Context: an optimization exercise on an open-source flow, tuned for small area, a short achievable clock period and few clock cycles. The choices shown serve that exercise and are no tape-out recipe.
Only simulation tests tie the RTL to the original design; equivalence was not proved.
No activity file was given, so power comes from the tool's default toggle rates.

old:
Design nbc_stream_enc, start of the top module:
module nbc_stream_enc (
    input  wire        clk,
    input  wire        rst,
    input  wire        cmd_valid,
    output wire        cmd_ready,
    input  wire [31:0] cmd_count,
    input  wire [1:0]  cmd_mode,
    input  wire [63:0] cmd_acc,
    input  wire        in_valid,
    output wire        in_ready,
    input  wire [63:0] in_data,
    output wire        out_valid,
    input  wire        out_ready,
    output wire [63:0] out_data,
    output wire [3:0]  out_nbytes,
    output wire        out_last
);
Size in the first run: ~4100 cells after synthesis, ~240 I/O pins.
==> flow/config.mk <==
export PLATFORM = sky130hd
export DESIGN_NAME = nbc_stream_enc
export DESIGN_NICKNAME = nbc_stream_enc
export VERILOG_FILES = /design/flow/design.v
export SDC_FILE = /design/flow/constraint.sdc
export NUM_CORES = 4
export LEC_CHECK = 0
export ABC_CLOCK_PERIOD_IN_PS = 3600
export CAP_MARGIN = 20
export CORE_MARGIN = 2
export CORE_UTILIZATION = 40
export SETUP_SLACK_MARGIN = 4.4
export SLEW_MARGIN = 20
==> flow/constraint.sdc <==
create_clock -name core_clock -period 8.0 [get_ports {clk}]
set_input_delay 1.6000 -clock core_clock [delete_from_list [all_inputs] [get_ports {clk}]]
set_output_delay 1.6000 -clock core_clock [all_outputs]
set_load 0.01 [all_outputs]
standard.sh (not shown) runs the stock make flow with config.mk's settings and CLKGATE_MAP_FILE= SYNTH_SCRIPT=/design/flow/synth_recipe.tcl, a recipe that flattens the netlist after the stock synthesis.
==> flow/flow/run.sh <==
#!/bin/bash
# The standard layout, except that the I/O ports are buffered with
# sky130_fd_sc_hd__buf_2 cells instead of the delay buffers that buffer_ports
# picks by default. Every port still gets its own buffer.
set -euo pipefail
export BUFFER_PORTS_ARGS="-buffer_cell sky130_fd_sc_hd__buf_2"
bash standard.sh > standard_flow.log 2>&1
Testbench counts of old, summed over its fixed seeds: cycles 15,253.
Setup changes, old to new
--- a/flow/design.v
+++ b/flow/design.v
@@ -75,17 +75,17 @@
     wire [63:0] bw    = dif ^ i_d ^ acc;
     reg [15:0] nzt;
     always @(*)
         for (i = 0; i < 16; i = i + 1)
             if (i_sub && i > 0 && bw[4*i])
                 nzt[i] = (i_d[4*i +: 4] != acc[4*i +: 4] + 4'd1);
             else
                 nzt[i] = (i_d[4*i +: 4] != acc_m[4*i +: 4]);
-    wire zt = (i_d == acc_m);
+    wire zt = ~|nzt;
     wire [15:0] nz_new = (i_x ? 16'd0 : nz_acc) | nzt;
     reg  [7:0]  m_full;
     always @(*)
         for (j = 0; j < 8; j = j + 1)
             m_full[j] = (j < i_pos) ? m_acc[j] : ((j == i_pos) ? zt : 1'b1);
     reg [4:0] n_enc;
     always @(*) begin
         n_enc = 5'd0;
==> run summary <==
Number of CTS-inserted buffers, old and new: lower on new. Compared with old, new shows highest attainable clock frequency lower by about 25%. The lower total wire length after detailed routing of old and new is in old. On final instance area, old beats new. Going from old to new, via count rose by 1401; clock transition at the register clock pins on the worst setup and hold paths after CTS about even; data required time of the worst path went down by 0.04 ns. When the final numbers for old and new were put side by side, the multiplexer share of the synthesized area turned out to be smaller in old. Going from old to new, the worst hold slack after final layout was found to have gone up by 0.0084 ns. Diff old -> new | multi-input combinational area share | increase of 1.1 points. | sequential cell area | new vs old | ≈ equal |. Looking only at sequential share of power, and setting everything else aside, the higher value of old and new goes to old.
Testbench counts of new, summed over its fixed seeds: cycles 15,253.

---

The RTL this note starts from:
==> flow/design.v <==
module nbc_stream_enc (
    input  wire        clk,
    input  wire        rst,
    input  wire        cmd_valid,
    output wire        cmd_ready,
    input  wire [31:0] cmd_count,
    input  wire [1:0]  cmd_mode,
    input  wire [63:0] cmd_acc,
    input  wire        in_valid,
    output wire        in_ready,
    input  wire [63:0] in_data,
    output wire        out_valid,
    input  wire        out_ready,
    output wire [63:0] out_data,
    output wire [3:0]  out_nbytes,
    output wire        out_last
);
    localparam MODE_DELTA = 2'd1;
    localparam MODE_XOR   = 2'd2;
    integer j, i;
    reg        active;       
    reg [31:0] rem;          
    reg [2:0]  gpos;         
    reg        i_v, i_c, i_x, i_e, i_l;
    reg [2:0]  i_pos;
    reg [63:0] i_d;
    reg [1:0]  mode;
    reg [63:0] acc;          
    reg        i_sub;        
    reg        i_xor;        
    reg        gopen;        
    reg [15:0] nz_acc;       
    reg [6:0]  m_acc;
    reg        pend_full;
    reg [15:0] pend_nz;      
    reg [4:0]  pend_n;       
    reg [7:0]  pend_m;
    reg        pend_last;    
    reg [63:0] sd [0:8];
    reg [8:0]  tv, tc, tf, tz;
    reg        noop;         
    reg [135:0] nbuf;        
    reg [5:0]   cnt;         
    reg         fin;         
    reg [3:0]   lnb;         
    reg [4:0]   blk_n;       
    reg [6:0]   bm;          
    reg         blk_last;    
    assign out_valid  = cnt[5] | cnt[4] | fin;
    assign out_last   = fin & (cnt == 6'd16);
    assign out_data   = nbuf[63:0];
    assign out_nbytes = lnb;
    wire xfer = out_valid & out_ready;
    wire v0 = tv[0];
    wire c0 = tc[0];
    wire f0 = tf[0];
    wire head_noop = noop;
    reg  lt16;               
    reg  ok2;                
    reg  blk_pre;            
    wire head_go = head_noop | lt16 | (out_ready & ok2);
    wire blocked = blk_pre & ~(v0 & f0);
    wire step    = head_go & (i_v | ~gopen);
    wire mv      = step & i_v & ~blocked;
    wire pk      = step & ~head_noop;
    reg  in_ra, in_rb, cmd_ra, cmd_rb;
    assign cmd_ready = cmd_ra | (cmd_rb & out_ready);
    assign in_ready  = in_ra | (in_rb & out_ready);
    wire cmd_fire = cmd_valid & cmd_ready;
    wire in_fire  = in_valid & in_ready;
    wire last_v   = (rem == 32'd1);
    wire [63:0] acc_m = acc & {64{i_sub | i_xor}};
    wire [63:0] dif   = i_d - acc;
    wire [63:0] t_val = i_sub ? dif : (i_d ^ acc_m);
    wire [63:0] bw    = dif ^ i_d ^ acc;
    reg [15:0] nzt;
    always @(*)
        for (i = 0; i < 16; i = i + 1)
            if (i_sub && i > 0 && bw[4*i])
                nzt[i] = (i_d[4*i +: 4] != acc[4*i +: 4] + 4'd1);
            else
                nzt[i] = (i_d[4*i +: 4] != acc_m[4*i +: 4]);
    wire zt = (i_d == acc_m);
    wire [15:0] nz_new = (i_x ? 16'd0 : nz_acc) | nzt;
    reg  [7:0]  m_full;
    always @(*)
        for (j = 0; j < 8; j = j + 1)
            m_full[j] = (j < i_pos) ? m_acc[j] : ((j == i_pos) ? zt : 1'b1);
    reg [4:0] n_enc;
    always @(*) begin
        n_enc = 5'd0;
        for (i = 0; i < 16; i = i + 1)
            if (pend_nz[i]) n_enc = i + 1;
    end
    wire [4:0] n_use = f0 ? pend_n : blk_n;
    wire       z0    = f0 ? pend_m[0] : bm[0];
    wire       more  = f0 ? ~&pend_m[7:1] : ~&bm[6:1];
    wire [5:0] len   = c0 ? 6'd8 : ({1'b0, f0, 2'b00} + {1'b0, (z0 ? 5'd0 : n_use)});
    wire [3:0] q     = cnt[3:0];
    wire [5:0] tot0  = {2'b00, q} + len;
    wire       pad   = ~c0 & ~more & tot0[0];
    wire [5:0] tot   = tot0 + {5'd0, pad};
    wire       fin_set = c0 ? tz[0] : ((f0 ? pend_last : blk_last) & ~more);
    wire [79:0]  app   = f0 ? {sd[0], pend_m, 3'b000, pend_n} : {16'd0, sd[0]};
    wire       bm_n0 = (v0 & ~c0) ? (f0 ? pend_m[1] : bm[1]) : bm[0];
    wire [135:0] app_s = {56'd0, app} << {q, 2'b00};
    wire [135:0] base  = xfer ? {64'd0, nbuf[135:64]} : nbuf;
    wire [5:0]   bcnt  = xfer ? cnt - 6'd16 : cnt;
    wire         bfin  = fin & ~(xfer & out_last);
    wire [5:0]   tot_r = (tot[3:0] == 4'd0) ? tot : {tot[5:4] + 2'd1, 4'd0};
    reg [5:0] cnt_n;
    reg       fin_n;
    always @(*) begin
        if (pk) begin
            cnt_n = fin_set ? tot_r : tot;
            fin_n = fin_set;
        end else begin
            cnt_n = bcnt;
            fin_n = bfin;
        end
    end
    wire take   = cmd_fire | in_fire;
    wire i_v_n  = take | (i_v & ~mv);
    wire i_c_n  = take ? cmd_fire : i_c;
    wire i_e_n  = take ? ((gpos == 3'd7) | last_v) : i_e;
    wire pf_n   = (mv & ~i_c & i_e) | (pend_full & ~(step & v0 & f0));
    wire act_n  = cmd_fire ? (cmd_count != 32'd0) : (active & ~(in_fire & last_v));
    wire v0_n   = step ? tv[1] : tv[0];
    wire f0_n   = step ? tf[1] : tf[0];
    wire noop_n = step ? (~tv[1] | (~tc[1] & ~tf[1] & bm_n0)) : noop;
    wire lt16_n = ~cnt_n[5] & ~cnt_n[4];
    wire ok2_n  = fin_n ? (cnt_n == 6'd16) : ~cnt_n[5];
    wire bpre_n = i_v_n & ~i_c_n & i_e_n & pf_n;
    wire blk_n_ = bpre_n & ~(v0_n & f0_n);
    wire ra_n   = ~i_v_n | (~blk_n_ & (noop_n | lt16_n));
    wire rb_n   = ~blk_n_ & ok2_n;
    always @(posedge clk) begin
        if (cmd_fire) begin
            rem  <= cmd_count;
            gpos <= 3'd0;
            mode <= cmd_mode;
        end else if (in_fire) begin
            rem  <= rem - 32'd1;
            gpos <= ((gpos == 3'd7) | last_v) ? 3'd0 : gpos + 3'd1;
        end
        if (cmd_fire | in_fire) begin
            i_d   <= cmd_fire ? {32'd0, cmd_count} : in_data;
            i_c   <= cmd_fire;
            i_x   <= cmd_fire ? (cmd_count == 32'd0) : (gpos == 3'd0);
            i_e   <= (gpos == 3'd7) | last_v;
            i_l   <= last_v;
            i_pos <= gpos;
            i_sub <= ~cmd_fire & (mode == MODE_DELTA);
            i_xor <= ~cmd_fire & (mode == MODE_XOR);
        end
        if (cmd_fire)
            acc <= cmd_acc;
        else if (mv & ~i_c)
            acc <= i_d;
        pend_n <= n_enc;
        if (mv & ~i_c) begin
            if (i_e) begin
                pend_nz   <= nz_new;
                pend_m    <= m_full;
                pend_last <= i_l;
            end else begin
                nz_acc       <= nz_new;
                m_acc[i_pos] <= zt;
            end
        end
        if (step) begin
            for (j = 0; j < 8; j = j + 1)
                sd[j] <= sd[j+1];
            sd[8] <= t_val;
            tc <= {i_c, tc[8:1]};
            tf <= {~i_c & i_x, tf[8:1]};
            tz <= {i_c & i_x, tz[8:1]};
        end
        if (step & v0 & ~c0) begin
            if (f0) begin
                bm       <= pend_m[7:1];
                blk_n    <= pend_n;
                blk_last <= pend_last;
            end else begin
                bm <= {1'b1, bm[6:1]};
            end
        end
        if (pk & fin_set)
            lnb <= (tot[3:0] == 4'd0) ? 4'd8 : {1'b0, tot[3:1]};
        if (pk)
            nbuf <= (c0 ? 136'd0 : base) | app_s;
        else
            nbuf <= base;
        if (rst) begin
            active    <= 1'b0;
            i_v       <= 1'b0;
            gopen     <= 1'b0;
            pend_full <= 1'b0;
            tv        <= 9'd0;
            noop      <= 1'b1;
            in_ra     <= 1'b0;
            in_rb     <= 1'b0;
            cmd_ra    <= 1'b1;
            cmd_rb    <= 1'b0;
            cnt       <= 6'd0;
            fin       <= 1'b0;
            lt16      <= 1'b1;
            ok2       <= 1'b1;
            blk_pre   <= 1'b0;
        end else begin
            active <= act_n;
            in_ra  <= act_n & ra_n;
            in_rb  <= act_n & rb_n;
            cmd_ra <= ~act_n & ra_n;
            cmd_rb <= ~act_n & rb_n;
            i_v <= cmd_fire | in_fire | (i_v & ~mv);
            if (mv & ~i_c)
                gopen <= ~i_e;
            if (mv & ~i_c & i_e)
                pend_full <= 1'b1;
            else if (step & v0 & f0)
                pend_full <= 1'b0;
            if (step) begin
                tv   <= {mv, tv[8:1]};
                noop <= noop_n;
            end
            cnt     <= cnt_n;
            fin     <= fin_n;
            lt16    <= lt16_n;
            ok2     <= ok2_n;
            blk_pre <= bpre_n;
        end
    end
endmodule
Settings: LEC_CHECK=0, ABC_CLOCK_PERIOD_IN_PS=3600, CAP_MARGIN=5, CORE_MARGIN=2, CORE_UTILIZATION=40, CTS_CLUSTER_DIAMETER=110, CTS_CLUSTER_SIZE=25, SETUP_SLACK_MARGIN=4.4, SLEW_MARGIN=5, TNS_END_PERCENT=10; clock period 8.0 ns.
Scripts as last shown in full above: flow/flow/run.sh
Testbench counts at the start, summed over its fixed seeds: cycles 15,253.
Edit:
--- a/flow/design.v
+++ b/flow/design.v
@@ -45,8 +45,9 @@
     reg [3:0]   lnb;         
     reg [4:0]   blk_n;       
     reg [6:0]   bm;          
     reg         blk_last;    
+    reg  [5:0]  hl;          
     assign out_valid  = cnt[5] | cnt[4] | fin;
     assign out_last   = fin & (cnt == 6'd16);
     assign out_data   = nbuf[63:0];
     assign out_nbytes = lnb;
@@ -65,10 +66,11 @@
     wire pk      = step & ~head_noop;
     reg  in_ra, in_rb, cmd_ra, cmd_rb;
     assign cmd_ready = cmd_ra | (cmd_rb & out_ready);
     assign in_ready  = in_ra | (in_rb & out_ready);
-    wire cmd_fire = cmd_valid & cmd_ready;
-    wire in_fire  = in_valid & in_ready;
+    wire s8_free  = ~i_v | mv;
+    wire cmd_fire = cmd_valid & ~active & s8_free;
+    wire in_fire  = in_valid & active & s8_free;
     wire last_v   = (rem == 32'd1);
     wire [63:0] acc_m = acc & {64{i_sub | i_xor}};
     wire [63:0] dif   = i_d - acc;
     wire [63:0] t_val = i_sub ? dif : (i_d ^ acc_m);
@@ -94,16 +96,18 @@
     end
     wire [4:0] n_use = f0 ? pend_n : blk_n;
     wire       z0    = f0 ? pend_m[0] : bm[0];
     wire       more  = f0 ? ~&pend_m[7:1] : ~&bm[6:1];
-    wire [5:0] len   = c0 ? 6'd8 : ({1'b0, f0, 2'b00} + {1'b0, (z0 ? 5'd0 : n_use)});
+    wire [5:0] len   = f0 ? (6'd4 + {1'b0, (pend_m[0] ? 5'd0 : pend_n)}) : hl;
     wire [3:0] q     = cnt[3:0];
     wire [5:0] tot0  = {2'b00, q} + len;
     wire       pad   = ~c0 & ~more & tot0[0];
     wire [5:0] tot   = tot0 + {5'd0, pad};
     wire       fin_set = c0 ? tz[0] : ((f0 ? pend_last : blk_last) & ~more);
     wire [79:0]  app   = f0 ? {sd[0], pend_m, 3'b000, pend_n} : {16'd0, sd[0]};
     wire       bm_n0 = (v0 & ~c0) ? (f0 ? pend_m[1] : bm[1]) : bm[0];
+    wire [4:0] bn_n  = (v0 & f0) ? pend_n : blk_n;
+    wire [5:0] hl_n  = tc[1] ? 6'd8 : (bm_n0 ? 6'd0 : {1'b0, bn_n});
     wire [135:0] app_s = {56'd0, app} << {q, 2'b00};
     wire [135:0] base  = xfer ? {64'd0, nbuf[135:64]} : nbuf;
     wire [5:0]   bcnt  = xfer ? cnt - 6'd16 : cnt;
     wire         bfin  = fin & ~(xfer & out_last);
@@ -197,8 +201,9 @@
             gopen     <= 1'b0;
             pend_full <= 1'b0;
             tv        <= 9'd0;
             noop      <= 1'b1;
+            hl        <= 6'd0;
             in_ra     <= 1'b0;
             in_rb     <= 1'b0;
             cmd_ra    <= 1'b1;
             cmd_rb    <= 1'b0;
@@ -222,8 +227,9 @@
                 pend_full <= 1'b0;
             if (step) begin
                 tv   <= {mv, tv[8:1]};
                 noop <= noop_n;
+                hl   <= hl_n;
             end
             cnt     <= cnt_n;
             fin     <= fin_n;
             lt16    <= lt16_n;
After rerunning: The changed run completed with no timing, DRC or antenna violations. Critical path depth went down by 13. Synthesized area hardly moves. Via count went up by 1.9%. First-iteration DRC count went up by 2.9%. Clock skew went up by 0.012 ns. Clock-buffer cell count went up by 8.
Testbench counts after the change, summed over its fixed seeds: cycles 15,253.

static timing again, ports no longer ideal:
No port has a modelled driver above. Below, the same layouts with a new extraction and two added sets of constraints. Step 1 assumes that a clkbuf_16 drives the clock port and a buf_2 every other input. Step 2 adds t to the input delays and takes it off the output delays; t is the mean of the earliest and latest rising clock arrival at the registers after step 1. Input paths then give back, and output paths get back, about the clock's delay inside the block. a / b / c = no drivers / after step 1 / after step 2; a / b = the first two.
run | t, ns | setup WS [ns] | latest minus earliest clock arrival (ns)
old | 0.745 | 4.237 / 4.237 / 3.725 | 0.052 / 0.052
new | 0.758 | 2.991 / 2.991 / 2.991 | 0.058 / 0.059
the first run of note 2 | 0.710 | 4.282 / 4.184 / 3.614 | 0.056 / 0.055
the second run of note 2 | 0.722 | 4.243 / 4.138 / 3.702 | 0.055 / 0.055
After both steps every run listed still meets setup and hold. For the first run of note 2, which loses most, drivers alone change the setup slack by -0.098 ns; drivers and shift together by -0.668 ns.
